From an optimization exercise on the open Yosys and OpenROAD flow, aimed at small area, a short achievable clock period and few clock cycles; shortcuts taken in it are not production practice.
In this exercise RTL edits were held to simulation tests only and were not proved equivalent to the original.
Power figures rest on the tool's default switching activity, not on a simulated workload.

File: design/flow/config.mk
export PLATFORM = sky130hd
export DESIGN_NAME = pnr_seq
export DESIGN_NICKNAME = pnr_seq
export VERILOG_FILES = /design/flow/design.v
export SDC_FILE = /design/flow/constraint.sdc
export NUM_CORES = 4
export LEC_CHECK = 0
export CAP_MARGIN = 20
export CORE_MARGIN = 2
export CORE_UTILIZATION = 40
export SLEW_MARGIN = 20
File: design/flow/constraint.sdc
create_clock -name core_clock -period 12.0 [get_ports {clk}]
set_input_delay 2.4000 -clock core_clock [delete_from_list [all_inputs] [get_ports {clk}]]
set_output_delay 2.4000 -clock core_clock [all_outputs]
set_load 0.01 [all_outputs]
File: design/flow/design.v
module pnr_seq (
    input  wire        clk,
    input  wire        rst,
    input  wire        cmd_valid,
    output wire        cmd_ready,
    input  wire [31:0] cmd_word,
    input  wire [31:0] cmd_arg0,
    input  wire [31:0] cmd_arg1,
    input  wire [31:0] cmd_arg2,
    input  wire [9:0]  cfg_cell,
    input  wire [11:0] cfg_rs_mask,
    input  wire [15:0] cfg_rs_moff,
    output reg         done,
    output reg  [7:0]  err_code,
    output reg  [30:0] prbs_x1,
    output reg  [30:0] prbs_x2,
    output reg  [30:0] prbs_cinit,
    output reg  [31:0] prbs_pos,
    output reg  [31:0] prbs_out,
    output reg  [4:0]  map_i,
    output reg  [4:0]  map_q,
    output reg  [7:0]  map_norm,
    output reg  [30:0] rs_cinit,
    output reg         re_valid,
    output reg  [11:0] re_k,
    output reg  [1:0]  re_bits
);
    localparam [7:0] OP_NOP      = 8'h00;
    localparam [7:0] OP_PRBS_SEED = 8'h10;
    localparam [7:0] OP_PRBS_GEN  = 8'h11;
    localparam [7:0] OP_PRBS_SKIP = 8'h12;
    localparam [7:0] OP_QAM_MAP   = 8'h20;
    localparam [7:0] OP_RS_CINIT  = 8'h30;
    localparam [7:0] OP_RS_GEN    = 8'h31;
    localparam [7:0] ERR_NONE    = 8'h00;
    localparam [7:0] ERR_RANGE   = 8'h11;
    localparam [7:0] ERR_ILLEGAL = 8'h12;
    localparam [10:0] NC       = 11'd1600;
    localparam [9:0]  NRB_MAX  = 10'd273;
    localparam [3:0] S_IDLE    = 4'd0;
    localparam [3:0] S_SEED    = 4'd1;
    localparam [3:0] S_GEN     = 4'd2;
    localparam [3:0] S_SKIP    = 4'd3;
    localparam [3:0] S_RS_SEED = 4'd4;
    localparam [3:0] S_RS_SKIP = 4'd5;
    localparam [3:0] S_RS_EMIT = 4'd6;
    function [30:0] step_x1(input [30:0] x);
        step_x1 = {x[3] ^ x[0], x[30:1]};
    endfunction
    function [30:0] step_x2(input [30:0] x);
        step_x2 = {x[3] ^ x[2] ^ x[1] ^ x[0], x[30:1]};
    endfunction
    wire [7:0]  op     = cmd_word[31:24];
    wire [5:0]  cnt    = cmd_word[5:0];
    wire [2:0]  ord    = cmd_word[2:0];
    wire [1:0]  sel    = cmd_word[1:0];
    reg cmd_legal;
    always @(*) begin
        case (op)
            OP_NOP:       cmd_legal = (cmd_word[23:0] == 24'd0);
            OP_PRBS_SEED: cmd_legal = (cmd_word[23:0] == 24'd0);
            OP_PRBS_GEN:  cmd_legal = (cmd_word[23:6] == 18'd0) && (cnt >= 6'd1) && (cnt <= 6'd32);
            OP_PRBS_SKIP: cmd_legal = (cmd_word[23:0] == 24'd0);
            OP_QAM_MAP:   cmd_legal = (cmd_word[23:3] == 21'd0) && (ord <= 3'd4);
            OP_RS_CINIT:  cmd_legal = (cmd_word[23:2] == 22'd0) && (sel != 2'd3);
            OP_RS_GEN:    cmd_legal = (cmd_word[23:2] == 22'd0) && (sel != 2'd3);
            default:      cmd_legal = 1'b0;
        endcase
    end
    wire [7:0] f_slot = cmd_arg1[7:0];
    wire [3:0] f_symb = cmd_arg1[11:8];
    wire [5:0] f_ssb  = cmd_arg1[17:12];
    wire       f_hf   = cmd_arg1[18];
    wire [30:0] pdsch_cinit = 31'd131072 * (31'd14 * f_slot + f_symb + 31'd1) * (31'd2 * cfg_cell + 31'd1)
                              + 31'd2 * cfg_cell;
    wire [6:0]  i_ssb = (f_ssb <= 6'd3) ? ({1'b0, f_ssb} + {4'd0, f_hf, 2'b00})
                                         : ({1'b0, f_ssb} + {3'd0, f_hf, 3'b000});
    wire [30:0] pbch_cinit = 31'd2048 * (i_ssb + 31'd1) * (cfg_cell / 31'd4 + 31'd1)
                             + 31'd64 * (i_ssb + 31'd1) + cfg_cell % 31'd4;
    reg [30:0] sel_cinit;
    always @(*) begin
        case (sel)
            2'd0:    sel_cinit = pdsch_cinit;
            2'd1:    sel_cinit = pbch_cinit;
            default: sel_cinit = cmd_arg2[30:0];
        endcase
    end
    wire [8:0] f_rb0  = cmd_arg0[8:0];
    wire [8:0] f_nrbf = cmd_arg0[24:16];
    wire       rs_range_err = ({1'b0, f_rb0} + {1'b0, f_nrbf}) > NRB_MAX;
    function signed [5:0] sgn(input b);
        sgn = b ? -6'sd1 : 6'sd1;
    endfunction
    reg signed [5:0] qa, qb;
    reg        [7:0] qn;
    always @(*) begin
        case (ord)
            3'd0: begin
                qa = sgn(cmd_arg0[0]);
                qb = sgn(cmd_arg0[0]);
                qn = 8'd2;
            end
            3'd1: begin
                qa = sgn(cmd_arg0[0]);
                qb = sgn(cmd_arg0[1]);
                qn = 8'd2;
            end
            3'd2: begin
                qa = sgn(cmd_arg0[0]) * (6'sd2 - sgn(cmd_arg0[2]));
                qb = sgn(cmd_arg0[1]) * (6'sd2 - sgn(cmd_arg0[3]));
                qn = 8'd10;
            end
            3'd3: begin
                qa = sgn(cmd_arg0[0]) * (6'sd4 - sgn(cmd_arg0[2]) * (6'sd2 - sgn(cmd_arg0[4])));
                qb = sgn(cmd_arg0[1]) * (6'sd4 - sgn(cmd_arg0[3]) * (6'sd2 - sgn(cmd_arg0[5])));
                qn = 8'd42;
            end
            default: begin
                qa = sgn(cmd_arg0[0]) * (6'sd8 - sgn(cmd_arg0[2]) * (6'sd4 - sgn(cmd_arg0[4]) * (6'sd2 - sgn(cmd_arg0[6]))));
                qb = sgn(cmd_arg0[1]) * (6'sd8 - sgn(cmd_arg0[3]) * (6'sd4 - sgn(cmd_arg0[5]) * (6'sd2 - sgn(cmd_arg0[7]))));
                qn = 8'd170;
            end
        endcase
    end
    reg [3:0]  state;
    reg [31:0] count;         
    reg [10:0] seed_left;     
    reg [5:0]  gen_idx;       
    reg [30:0] rs_x1;         
    reg [30:0] rs_x2;
    reg [11:0] rs_mask;
    reg [3:0]  rs_p;          
    reg [11:0] rs_k;          
    reg [8:0]  rs_rb_left;    
    assign cmd_ready = (state == S_IDLE);
    wire prbs_bit = prbs_x1[0] ^ prbs_x2[0];
    always @(posedge clk) begin
        if (rst) begin
            state      <= S_IDLE;
            count      <= 32'd0;
            seed_left  <= 11'd0;
            rs_k       <= 12'd0;
            gen_idx    <= 6'd0;
            done       <= 1'b0;
            err_code   <= ERR_NONE;
            prbs_x1    <= 31'd0;
            prbs_x2    <= 31'd0;
            prbs_cinit <= 31'd0;
            prbs_pos   <= 32'd0;
            prbs_out   <= 32'd0;
            map_i      <= 5'd0;
            map_q      <= 5'd0;
            map_norm   <= 8'd0;
            rs_cinit   <= 31'd0;
            rs_x1      <= 31'd0;
            rs_x2      <= 31'd0;
            rs_mask    <= 12'd0;
            rs_p       <= 4'd0;
            rs_rb_left <= 9'd0;
            re_valid   <= 1'b0;
            re_k       <= 12'd0;
            re_bits    <= 2'd0;
        end else begin
            done     <= 1'b0;
            re_valid <= 1'b0;
            case (state)
                S_IDLE: begin
                    if (cmd_valid) begin
                        err_code <= ERR_NONE;
                        if (!cmd_legal) begin
                            err_code <= ERR_ILLEGAL;
                            done     <= 1'b1;
                        end else begin
                            case (op)
                                OP_PRBS_SEED: begin
                                    prbs_cinit <= cmd_arg0[30:0];
                                    prbs_x1    <= 31'd1;
                                    prbs_x2    <= cmd_arg0[30:0];
                                    prbs_pos   <= 32'd0;
                                    prbs_out   <= 32'd0;
                                    seed_left  <= NC;
                                    state      <= S_SEED;
                                end
                                OP_PRBS_GEN: begin
                                    prbs_out <= 32'd0;
                                    gen_idx  <= 6'd0;
                                    count    <= {26'd0, cnt};
                                    state    <= S_GEN;
                                end
                                OP_PRBS_SKIP: begin
                                    if (cmd_arg0 == 32'd0) begin
                                        done <= 1'b1;
                                    end else begin
                                        count <= cmd_arg0;
                                        state <= S_SKIP;
                                    end
                                end
                                OP_QAM_MAP: begin
                                    map_i    <= qa[4:0];
                                    map_q    <= qb[4:0];
                                    map_norm <= qn;
                                    done     <= 1'b1;
                                end
                                OP_RS_CINIT: begin
                                    rs_cinit <= sel_cinit;
                                    done     <= 1'b1;
                                end
                                OP_RS_GEN: begin
                                    if (rs_range_err) begin
                                        err_code <= ERR_RANGE;
                                        done     <= 1'b1;
                                    end else begin
                                        rs_cinit   <= sel_cinit;
                                        rs_x1      <= 31'd1;
                                        rs_x2      <= sel_cinit;
                                        rs_mask    <= cfg_rs_mask;
                                        rs_p       <= 4'd0;
                                        rs_rb_left <= f_nrbf;
                                        rs_k       <= 12'd12 * f_rb0;
                                        seed_left  <= NC;
                                        count      <= {15'd0, cfg_rs_moff, 1'b0};
                                        state      <= S_RS_SEED;
                                    end
                                end
                                default: begin   
                                    done <= 1'b1;
                                end
                            endcase
                        end
                    end
                end
                S_SEED: begin
                    prbs_x1   <= step_x1(prbs_x1);
                    prbs_x2   <= step_x2(prbs_x2);
                    seed_left <= seed_left - 11'd1;
                    if (seed_left == 11'd1) begin
                        done  <= 1'b1;
                        state <= S_IDLE;
                    end
                end
                S_GEN: begin
                    prbs_out[gen_idx[4:0]] <= prbs_bit;
                    prbs_x1  <= step_x1(prbs_x1);
                    prbs_x2  <= step_x2(prbs_x2);
                    prbs_pos <= prbs_pos + 32'd1;
                    gen_idx  <= gen_idx + 6'd1;
                    count    <= count - 32'd1;
                    if (count == 32'd1) begin
                        done  <= 1'b1;
                        state <= S_IDLE;
                    end
                end
                S_SKIP: begin
                    prbs_x1  <= step_x1(prbs_x1);
                    prbs_x2  <= step_x2(prbs_x2);
                    prbs_pos <= prbs_pos + 32'd1;
                    count    <= count - 32'd1;
                    if (count == 32'd1) begin
                        done  <= 1'b1;
                        state <= S_IDLE;
                    end
                end
                S_RS_SEED: begin
                    rs_x1     <= step_x1(rs_x1);
                    rs_x2     <= step_x2(rs_x2);
                    seed_left <= seed_left - 11'd1;
                    if (seed_left == 11'd1) begin
                        state <= (count == 32'd0) ? S_RS_EMIT : S_RS_SKIP;
                    end
                end
                S_RS_SKIP: begin
                    rs_x1 <= step_x1(rs_x1);
                    rs_x2 <= step_x2(rs_x2);
                    count <= count - 32'd1;
                    if (count == 32'd1) begin
                        state <= S_RS_EMIT;
                    end
                end
                S_RS_EMIT: begin
                    if (rs_rb_left == 9'd0) begin
                        done  <= 1'b1;
                        state <= S_IDLE;
                    end else begin
                        if (rs_mask[rs_p]) begin
                            re_valid <= 1'b1;
                            re_k     <= rs_k;
                            re_bits  <= {rs_x1[1] ^ rs_x2[1], rs_x1[0] ^ rs_x2[0]};
                            rs_x1    <= step_x1(step_x1(rs_x1));
                            rs_x2    <= step_x2(step_x2(rs_x2));
                        end
                        rs_k <= rs_k + 12'd1;
                        if (rs_p == 4'd11) begin
                            rs_p       <= 4'd0;
                            rs_rb_left <= rs_rb_left - 9'd1;
                        end else begin
                            rs_p <= rs_p + 4'd1;
                        end
                    end
                end
                default: begin
                    state <= S_IDLE;
                end
            endcase
        end
    end
endmodule
File: design/flow/run.sh
#!/bin/bash
# synth_recipe.tcl (not shown) runs the flow's synth.tcl, then flattens the netlist and writes it again
# the make line also repeats each setting of config.mk as NAME=value (left out here)
make -C /OpenROAD-flow-scripts/flow DESIGN_CONFIG=/design/flow/config.mk WORK_HOME=/design/flow/orfs CLKGATE_MAP_FILE= SYNTH_SCRIPT=/design/flow/synth_recipe.tcl finish
==> results.toml <==
[outcome]
outcome = "finished clean"

[clock_tree]
cts_resized = 0
cts_tree = "done"
cts_hold_buffers = 0
cts_max_path_buffers = 3
cts_buffers = 44
cts_root_buf = "clkbuf_16"
clock_sinks = 369
insertion_delay_ns = 0.58
htreeDepth = 2
post_cts_buffers = 0
clk_pin_slew_ns = 0.06

[power]
p_int_mw = 3.75
switching_share_pct = 39.4
power_frac_seq_pct = 19.8
leakage_nw = 12.5
p_sw_mw = 2.44
peakVddDrop_v = 0.000331
power.density_mw_per_mm2 = 192
combPwrFrac_pct = 56.8
power_frac_clock_pct = 23.4

[synth]
synthArstFlopShare_pct = 0
synth.area.top_cells = "dfxtp_1 28%, fa_1 9.0%, ha_1 8.3%, nor2_1 6.1%, a21oi_1 5.0%"
avgSynthCellArea_um2 = 8.01
synth_most_common_cell = "nor2_1"
synth_top_area_share_pct = 28.3
postSynthCellCount = 3265
ys_ff_latch = 369
synth_flop_cell = "dfxtp_1"
syn_area_mm2 = 0.0261
synth-edff-count = 0
ys_top_cells_by_count = "426 x nor2_1, 369 x dfxtp_1, 321 x nand2_1"
yosysSeqAreaShare_pct = 28.3
yosysWarnings = 1
synth_top_area_cell = "dfxtp_1"
synth.distinct_cells = 88

[drt]
drtIter0Drc = 1846
via_count = 24300
viasPerCell = 5.50
drt-total-wl_um = 84500
wl_per_cell_um = 19.1
ant_nets = 0
drc_errors = 0
drtPass1Iterations = 5

[min_path]
hp-class = "reg2reg"
worstHoldStart = "prbs_cinit[23]$_SDFFE_PP0P_"

[global_route]
grt_pass1_wl_um = 133000
grt_usage_pct = 24.5
grt_max_degree = 118
gr-total-overflow = 0
grt_pass1_vias = 23400
antenna_found_initial = 1

[setup_path]
cp_max_fo = 7
reg2reg_from = "state[2]$_SDFFE_PP0P_"
startpoint = "cmd_arg1[0]"
worst-setup-path-type = "in2reg"
cp-start-kind = "input pin"
arrival_ns = 11.02
critPathRequiredTime_ns = 12.53
end_kind = "flop"

[final_layout]
layout-drive-gt1-share_pct = 5.16
area_growth_pct = 23.1
layout.nets = 3993
final_util_pct = 49.8
nFillCells = 6313
post_layout_nonfiller_instances = 4425

[place]
numPlacedInstances = 4342
portBuffers = 376
place.detailed.hpwl_um = 61000
place_congestion = 0.894

[die]
dieArea_mm2 = 0.0674
floorplan.initialDensity_pct = 40.5
core_mm2 = 0.0646
rows = 93
die_h_um = 260
num_io_pins = 400
fp.dieW_um = 260

[timing]
post-route-period-util_pct = 87.4
fmaxAchievable_mhz = 95.4
holdWs_ns = 0.451
worst_clock_skew_ns = 0.0297
finalSetupViolations = 0
setup_tns_ns = 0
finalMaxSlewViolations = 0
worst_slew_pin_slew_ns = 1.10
rsz0062_at_grt = "no"
hold_viol = 0
slew_headroom_pct = 26.4
post-route-min-period_ns = 10.48

[run]
drv_cap = 0
==> per-stage QoR <==
| step | power (mW) | worst slack [ns] | area, µm² |
|---|---|---|---|
| 6_report | 6.18 | 1.52 | 32200 |
| 5_1_grt | 6.68 | 1.15 | 32200 |
| 4_1_cts | 6.22 | 1.56 | 32200 |
| 3_5_place_dp | 4.73 | 0.967 | 30600 |
| 3_3_place_gp | 4.72 | 0.973 | 30600 |
| 2_1_floorplan | 3.96 | 2.26 | 26200 |
==> sequential cells by signal, summed over array words and instances, names as in the netlist, 31 cells and up <==
name	count
count	32
prbs_x1	31
prbs_pos	32
prbs_cinit	31
prbs_out	32
rs_cinit	31
rs_x2	31
prbs_x2	31
rs_x1	31
==> power groups by stage <==
stage                     registers (mW)  clock network, mW  logic, mW
after global routing                1.23               1.53       3.93
after floorplan                     1.25                  0       2.70
after global placement              1.25                  0       3.47
after CTS                           1.23               1.48       3.52
after detailed placement            1.25                  0       3.48
final                               1.23               1.45       3.51
==> layout by cell type (no fill, tap or decap), types with 27 or more instances in the layout <==
master,netlist,routed
nor2_1,426,423
clkdlybuf4s50_1,0,374
dfxtp_1,369,368
nand2_1,321,321
a21oi_1,261,259
inv_1,194,194
ha_1,174,174
o21ai_0,157,157
fa_1,117,117
a22oi_1,108,108
xnor2_1,96,96
xor2_1,75,75
a211oi_1,72,72
nor3_1,67,67
nand3_1,65,65
buf_4,11,51
clkbuf_16,0,45
mux2i_1,42,42
a311oi_1,40,40
a31oi_1,40,39
and2_1,33,33
and3_1,34,33
nor4_1,27,27
==> path summary, 6_finish.rpt <==
kind | end | cells after the start | slack [ns]
worst max-delay path | rs_x2[30]$_SDFFE_PP0P_ | 26 | 1.52
worst max register to register | seed_left[9]$_SDFFE_PP0P_ | 8 | 8.00
worst min-delay path | prbs_cinit[23]$_SDFFE_PP0P_ | 2 | 0.45
worst min register to register | prbs_cinit[23]$_SDFFE_PP0P_ | 2 | 0.45
==> metal layers <==
metal	part of all wire, %	routed length [µm]	track usage, %
met1	45	37700	32.6
met2	46	38500	40.3
met3	7.0	5940	4.78
met4	2.8	2340	7.12
met5	0	0	0
==> worst max-delay path: stages <==
cell	delay [ns]
clkdlybuf4s50_1	0.52
fa_1	0.52
ha_1	0.24
fa_1	0.43
and3_1	0.24
or3_1	0.39
and2_1	0.19
xor2_1	0.52
nor2b_1	0.14
fa_1	0.58
inv_1	0.06
fa_1	0.52
fa_1	0.45
fa_1	0.53
fa_1	0.46
xnor2_1	0.19
xnor2_1	0.15
xnor2_1	0.15
xnor2_1	0.13
xnor3_1	0.45
xnor3_1	0.39
xnor3_1	0.37
xnor3_1	0.37
nand2b_1	0.24
o211ai_1	0.20
o211a_1	0.17
==> layout make-up <==
class | count | area (µm²) | area share [%]
Antenna cell | 1 | 2.50 | 0.00778
Clock buffer | 70 | 1380 | 4.29
Clock inverter | 12 | 196 | 0.610
Inverter | 198 | 743 | 2.31
Multi-Input combinational cell | 2492 | 17200 | 53.6
Sequential cell | 369 | 7390 | 23.0
Tap cell | 855 | 1070 | 3.32
Timing Repair Buffer | 428 | 4160 | 12.9
==> kinds of logic (layout without fill, tap and decap cells) <==
| group | after synthesis | in the layout | share of synthesized area [%] |
|---|---|---|---|
| XOR/XNOR | 177 | 177 | 6.22 |
| flip-flops | 369 | 369 | 28.3 |
| multiplexers | 46 | 46 | 1.87 |
| adder cells (fa/ha/maj) | 291 | 291 | 17.3 |
| AND/OR/NAND/NOR | 1118 | 1118 | 19.4 |
| buffers and inverters | 412 | 708 | 6.16 |
| AO/OA/AOI/OAI | 851 | 851 | 20.8 |
| other | 1 | 10 | 0.0143 |
Testbench counts, summed over its fixed seeds: cycles 645,953.

[afterwards: timing with drivers on the ports]
How much do the figures lean on ideal ports? The routed layout below was timed once more, with nothing changed but the port constraints. Step 1 sets driving cells, clkbuf_16 on the clock port and buf_2 on the other inputs (assumed; they add their load-dependent delay and slew). Step 2 times the ports against the registers' clock, not the clock port: input delays grow and output delays shrink by t, the midpoint of the rising clock arrivals with the driver on. a / b / c = ideal / step 1 / step 2; a / b = the first two.
t (ns): 0.637
setup slack, ns: 1.517 / 1.558 / 0.921
pins driven straight from the clock port: 1
After both steps this run still meets setup and hold. For this run, drivers alone change the setup slack by +0.041 ns; drivers and shift together by -0.596 ns.
